Background: an optimization exercise with open tools, aiming at small area. Do not read the settings as production practice. RTL that was checked went through simulation tests only; none was proved equivalent to the original. Power is estimated from default activity; no workload was simulated.

==> flow/design.v (excerpt) <==
module dkb_xcvr (
    input  wire        clk,
    input  wire        rst,           
    input  wire        start,
    input  wire [2:0]  op,
    output wire        busy,
    input  wire        host_we,
    input  wire [6:0]  host_addr,
    input  wire [15:0] host_wdata,
    output wire [15:0] host_rdata,
    output wire        ie,
    input  wire        line_i,
    output wire        drv_oe,
    output wire        drv_o
);
    localparam [2:0] OP_DELAY     = 3'd0;
    localparam [2:0] OP_TX        = 3'd1;
    localparam [2:0] OP_RX        = 3'd2;
    localparam [2:0] OP_XFER      = 3'd3;
    localparam [2:0] OP_IDENTIFY  = 3'd4;
    localparam [2:0] OP_ORIGINATE = 3'd5;
    localparam [2:0] OP_POLL      = 3'd6;
    localparam [2:0] OP_RESPOND   = 3'd7;
    localparam [3:0] S_IDLE     = 4'd0;
    localparam [3:0] S_DLYS     = 4'd1;
    localparam [3:0] S_LOAD     = 4'd2;
    localparam [3:0] S_CFG      = 4'd3;
    localparam [3:0] S_MASK     = 4'd4;
    localparam [3:0] S_TX       = 4'd5;
    localparam [3:0] S_RX       = 4'd6;
    localparam [3:0] S_CLASSIFY = 4'd7;
    localparam [3:0] S_TURN     = 4'd8;
    localparam [3:0] S_RESTORE  = 4'd9;
    localparam [1:0] RX_WAIT_LOW  = 2'd0;
    localparam [1:0] RX_WAIT_HIGH = 2'd1;
    localparam [1:0] RX_MEASURE   = 2'd2;
    reg [3:0]  seq;
    reg [2:0]  opr;
    reg [1:0]  rxs;
    reg [20:0] cnt;
    reg [3:0]  txidx;        
    reg [7:0]  sh;           
    reg        ie_r;
    reg        ie_saved;
    reg [7:0]  arg_n;
    reg [7:0]  arg_max;
    reg        arg_rumble;
    reg [15:0] arg_delay;
    reg [3:0]  res_count;    
    reg        res_ok;
    reg [2:0]  res_code;     
    reg [7:0]  txbuf      [0:2];
    reg [7:0]  rxbuf      [0:9];
    reg [7:0]  status_rec [0:2];
    reg [7:0]  origin_rec [0:9];
    reg [7:0]  report_rec [0:7];
    wire idle    = (seq == S_IDLE);
    wire respond = (opr == OP_RESPOND);
    assign busy = !idle;
    assign ie   = ie_r;
    wire z_hi  = (cnt[20:6] == 15'd0);
    wire z6    = (cnt[5:0] == 6'd0);
    wire zero  = z_hi && z6;
    wire one   = z_hi && (cnt[5:1] == 5'd0) && cnt[0];
    reg [2:0] tx_sp;
    always @(*) begin
        if (!respond)         tx_sp = 3'd1;
        else if (res_code == 3'd1) tx_sp = 3'd3;
        else if (res_code == 3'd2) tx_sp = 3'd4;
  ...
Size in the first run: about 1200 cells after synthesis, roughly 360 flip-flops, about 51 I/O pins.
make LEC_CHECK=0 CAP_MARGIN=20 CORE_MARGIN=2 CORE_UTILIZATION=40 CTS_BUF_LIST=sky130_fd_sc_hd__clkbuf_8 CTS_CLUSTER_DIAMETER=100 CTS_CLUSTER_SIZE=16 SLEW_MARGIN=20 SYNTH_HIERARCHICAL=1 finish   # period 8.0 ns
run.sh (not shown) runs the stock make flow with config.mk's settings and CLKGATE_MAP_FILE= SYNTH_SCRIPT=/design/flow/synth_recipe.tcl, a recipe that flattens the netlist after the stock synthesis.
Change:
--- a/flow/design.v
+++ b/flow/design.v
@@ -68,29 +68,37 @@
         else if (res_code == 3'd1) tx_sp = 3'd3;
         else if (res_code == 3'd2) tx_sp = 3'd4;
         else                  tx_sp = 3'd5;
     end
     wire [2:0] r_sp  = idle ? host_addr[6:4] : tx_sp;
     wire [3:0] r_idx = idle ? host_addr[3:0] : txidx;
-    wire [5:0]  sp;
-    wire [15:0] d16;
+    wire sp0 = (r_sp == 3'd0);
+    wire sp1 = (r_sp == 3'd1);
+    wire sp2 = (r_sp == 3'd2);
+    wire sp3 = (r_sp == 3'd3);
+    wire sp4 = r_sp[2] && !r_sp[0];
+    wire sp5 = r_sp[2] && r_sp[0];
+    wire [7:0] d8;
+    wire [3:0] d4;
     genvar gj;
     generate
-        for (gj = 0; gj < 6; gj = gj + 1) begin : g_sp
-            assign sp[gj] = (r_sp == gj);
+        for (gj = 0; gj < 8; gj = gj + 1) begin : g_d8
+            assign d8[gj] = (r_idx[2:0] == gj);
         end
-        for (gj = 0; gj < 16; gj = gj + 1) begin : g_d16
-            assign d16[gj] = (r_idx == gj);
+        for (gj = 0; gj < 4; gj = gj + 1) begin : g_d4
+            assign d4[gj] = (r_idx[1:0] == gj);
         end
     endgenerate
-    wire [2:0] sel_tx = {3{sp[1]}} & d16[2:0];
-    wire [2:0] sel_st = {3{sp[3]}} & d16[2:0];
-    wire [9:0] sel_rx = {10{sp[2]}} & d16[9:0];
-    wire [9:0] sel_or = {10{sp[4]}} & d16[9:0];
-    wire [7:0] sel_rp = {8{sp[5]}} & d16[7:0];
-    wire [8:0] sel_rg = {9{sp[0]}} & d16[8:0];
+    wire [9:0] i10 = {r_idx[3] && r_idx[0], r_idx[3] && !r_idx[0], d8[7:2],
+                      !r_idx[3] && d8[1], !r_idx[3] && d8[0]};
+    wire [2:0] sel_tx = {3{sp1}} & d4[2:0];
+    wire [2:0] sel_st = {3{sp3}} & d4[2:0];
+    wire [9:0] sel_rx = {10{sp2}} & i10;
+    wire [9:0] sel_or = {10{sp4}} & i10;
+    wire [7:0] sel_rp = {8{sp5}} & d8;
+    wire [8:0] sel_rg = {sp0 && r_idx[3], {8{sp0}} & d8};
     wire [7:0] rbyte;
     wire rd_n0_0;
     dkb_aoi222 u_rd0_0 (sel_tx[0], txbuf[0][0], sel_tx[1], txbuf[1][0], sel_tx[2], txbuf[2][0], rd_n0_0);
     wire rd_n0_1;
     dkb_aoi222 u_rd0_1 (sel_rx[0], rxbuf[0][0], sel_rx[1], rxbuf[1][0], sel_rx[2], rxbuf[2][0], rd_n0_1);
     wire rd_n0_2;
@@ -359,12 +367,15 @@
     wire tx_end   = (seq == S_TX) && z6 && tx_stop;
     wire enter_rx = (go && op == OP_RX) ||
                     (seq == S_MASK && respond) ||
                     (tx_end && opr != OP_TX && !respond);
     wire hw = idle && host_we;
     wire [3:0] h_idx = host_addr[3:0];
+    wire h_lo3  = (h_idx[3:2] == 2'd0) && (h_idx[1:0] != 2'd3);
+    wire h_lo10 = !h_idx[3] || (h_idx[2:1] == 2'd0);
+    wire h_lo8  = !h_idx[3];
     reg [7:0] wd;
     always @(*) begin
         if (idle)                wd = host_wdata[7:0];
         else if (seq == S_RX)    wd = rx_v;
         else if (seq == S_LOAD)  wd = {1'b0, opr != OP_IDENTIFY, 5'd0, opr == OP_ORIGINATE};
         else if (seq == S_CFG)   wd = 8'h03;
@@ -372,29 +383,29 @@
     end
     wire poll = (opr == OP_POLL);
     wire rx_store_buf = rx_store && !respond;
     integer i;
     always @(posedge clk) begin
         for (i = 0; i < 3; i = i + 1) begin
-            if ((hw && sel_tx[i]) ||
+            if ((hw && host_addr[6:4] == 3'd1 && h_lo3 && h_idx[1:0] == i[1:0]) ||
                 (i == 0 && seq == S_LOAD) ||
                 (i == 1 && seq == S_CFG && poll) ||
                 (i == 2 && seq == S_MASK && poll))
                 txbuf[i] <= wd;
-            if (hw && sel_st[i])
+            if (hw && host_addr[6:4] == 3'd3 && h_lo3 && h_idx[1:0] == i[1:0])
                 status_rec[i] <= wd;
         end
         for (i = 0; i < 10; i = i + 1) begin
-            if ((hw && sel_rx[i]) ||
+            if ((hw && host_addr[6:4] == 3'd2 && h_lo10 && h_idx == i[3:0]) ||
                 (rx_store_buf && res_count == i[3:0]))
                 rxbuf[i] <= wd;
-            if (hw && sel_or[i])
+            if (hw && host_addr[6:4] == 3'd4 && h_lo10 && h_idx == i[3:0])
                 origin_rec[i] <= wd;
         end
         for (i = 0; i < 8; i = i + 1) begin
-            if (hw && sel_rp[i])
+            if (hw && host_addr[6:4] == 3'd5 && h_lo8 && h_idx[2:0] == i[2:0])
                 report_rec[i] <= wd;
         end
     end
     always @(posedge clk) begin
         cnt <= cnt - 21'd1;
         if (go && op == OP_DELAY)
@@ -438,18 +449,21 @@
             arg_rumble <= 1'b0;
             arg_delay  <= 16'd0;
             res_count  <= 4'd0;
             res_ok     <= 1'b0;
             res_code   <= 3'd0;
         end else begin
-            if (hw) begin
-                if (sel_rg[1]) arg_n      <= host_wdata[7:0];
-                if (sel_rg[2]) arg_max    <= host_wdata[7:0];
-                if (sel_rg[3]) arg_rumble <= host_wdata[0];
-                if (sel_rg[4]) arg_delay  <= host_wdata;
-                if (sel_rg[8]) ie_r       <= host_wdata[0];
+            if (hw && host_addr[6:4] == 3'd0) begin
+                case (h_idx)
+                    4'd1: arg_n      <= host_wdata[7:0];
+                    4'd2: arg_max    <= host_wdata[7:0];
+                    4'd3: arg_rumble <= host_wdata[0];
+                    4'd4: arg_delay  <= host_wdata;
+                    4'd8: ie_r       <= host_wdata[0];
+                    default: ;
+                endcase
             end
             if (enter_rx && !(seq == S_MASK && respond))
                 res_count <= 4'd0;
             else if (rx_store_buf)
                 res_count <= rc_inc;
             if (rx_store && respond) begin
What happened: Core utilization drops by 0.60 points; die area climbs by 1.6%; total power climbs by 17%; via count climbs by 1.0%; critical path depth climbs by 1; routed wire length climbs by 2.4%; maximum frequency climbs by 1.2%; cell area climbs by 0.75%.
Function not checked in the second run of this note: the RTL went through the layout flow alone.

---

Another version of the RTL of dkb_xcvr (not shown whole).
Size: roughly 360 flip-flops, roughly 51 I/O pins.
Settings: LEC_CHECK=0, CAP_MARGIN=0, CORE_MARGIN=2, CORE_UTILIZATION=40, CTS_BUF_LIST=sky130_fd_sc_hd__clkbuf_8, CTS_CLUSTER_DIAMETER=70, CTS_CLUSTER_SIZE=16, SLEW_MARGIN=0, SYNTH_HIERARCHICAL=1; clock period 8.0 ns.
standard.sh (not shown) runs the stock make flow with config.mk's settings and CLKGATE_MAP_FILE= SYNTH_SCRIPT=/design/flow/synth_recipe.tcl, a recipe that flattens the netlist after the stock synthesis.
==> flow/flow/run.sh <==
#!/bin/bash
# Standard ORFS layout with three changes that only shrink buffering:
#  - port buffers use the smallest buffer cell (buffer_ports -buffer_cell)
#  - timing-driven global placement does not keep its trial buffers
#    (repair_design after placement still fixes every slew/cap violation)
#  - clock tree synthesis adds no dummy loads
# The synthesis is the standard one, run unchanged first.
set -euo pipefail
bash standard.sh synth > synth.log 2>&1
export BUFFER_PORTS_ARGS="-buffer_cell sky130_fd_sc_hd__buf_1"
export GPL_KEEP_OVERFLOW=0
export CTS_ARGS="-sink_clustering_enable -repair_clock_nets -dont_use_dummy_load -buf_list sky130_fd_sc_hd__clkbuf_8 -sink_clustering_size 16 -sink_clustering_max_diameter 70"
bash standard.sh finish > layout.log 2>&1
The baseline produced a clean layout.
Edit:
--- a/flow/design.v
+++ b/flow/design.v
@@ -452,14 +452,12 @@
                 if (sel_rg[4]) arg_delay  <= host_wdata;
             end
             if (enter_rx && !(seq == S_MASK && respond))
                 res_count <= 4'd0;
             else if (rx_store_buf)
                 res_count <= txidx_inc;
-            if (rx_exit && opr[2] && !respond)
-                res_ok <= rx_store && rx_full;
             if (rx_store && respond) begin
                 case (txidx[1:0])
                     2'd0:    res_code <= (rx_v == 8'h00) ? 3'd1 :
                                          (rx_v == 8'h41) ? 3'd2 :
                                          (rx_v == 8'h40) ? 3'd3 : 3'd0;
                     2'd1:    res_code <= (res_code == 3'd3 && rx_v == 8'h03) ? 3'd3 : 3'd0;
@@ -503,12 +501,14 @@
                     res_code <= cls_code;
                     seq      <= (cls_code == 3'd0) ? S_RESTORE : S_TURN;
                 end
                 S_TURN:     if (zero) seq <= S_TX;
                 S_RESTORE: begin
                     seq  <= S_IDLE;
+                    if (!respond && opr != OP_XFER)
+                        res_ok <= (res_count == maxlen);
                 end
                 default: seq <= S_IDLE;
             endcase
         end
     end
 endmodule
Global-route usage drops by 0.40 points; area after synthesis drops by 0.66%; design area drops by 0.67%; count of clock-buffer cells in the layout does not change; die area drops by 0.65%.
Only the layout flow was run in the first run of this note; the RTL was not checked for function there.

## port drivers added, routing unchanged
How much do the figures lean on ideal ports? The routed layouts below were timed once more, with nothing changed but the port constraints. Step 1: set_driving_cell puts a clkbuf_16 on clk and a buf_2 on each other input, an assumption about the parent block. Step 2 also shifts input and output timing later by t, the mid clock arrival at the registers, as if the neighbouring blocks saw the same clock. Slacks: ideal ports / drivers / drivers and shift; pairs: ideal ports / drivers.
run	t (ns)	slack for setup (ns)	worst setup path after step 2
the first run of note 1	0.671	0.193 / 0.156 / 0.156	input to output
the second run of note 1	0.672	0.284 / 0.258 / 0.258	input to output
the first run of note 2	0.639	0.642 / 0.595 / 0.818	input to output
the second run of note 2	0.656	0.439 / 0.389 / 1.045	register to output
After both steps setup and hold are still met in every run listed. The setup slack of the first run of note 1, which loses most, moves by -0.037 ns with the drivers and by -0.037 ns with both steps.
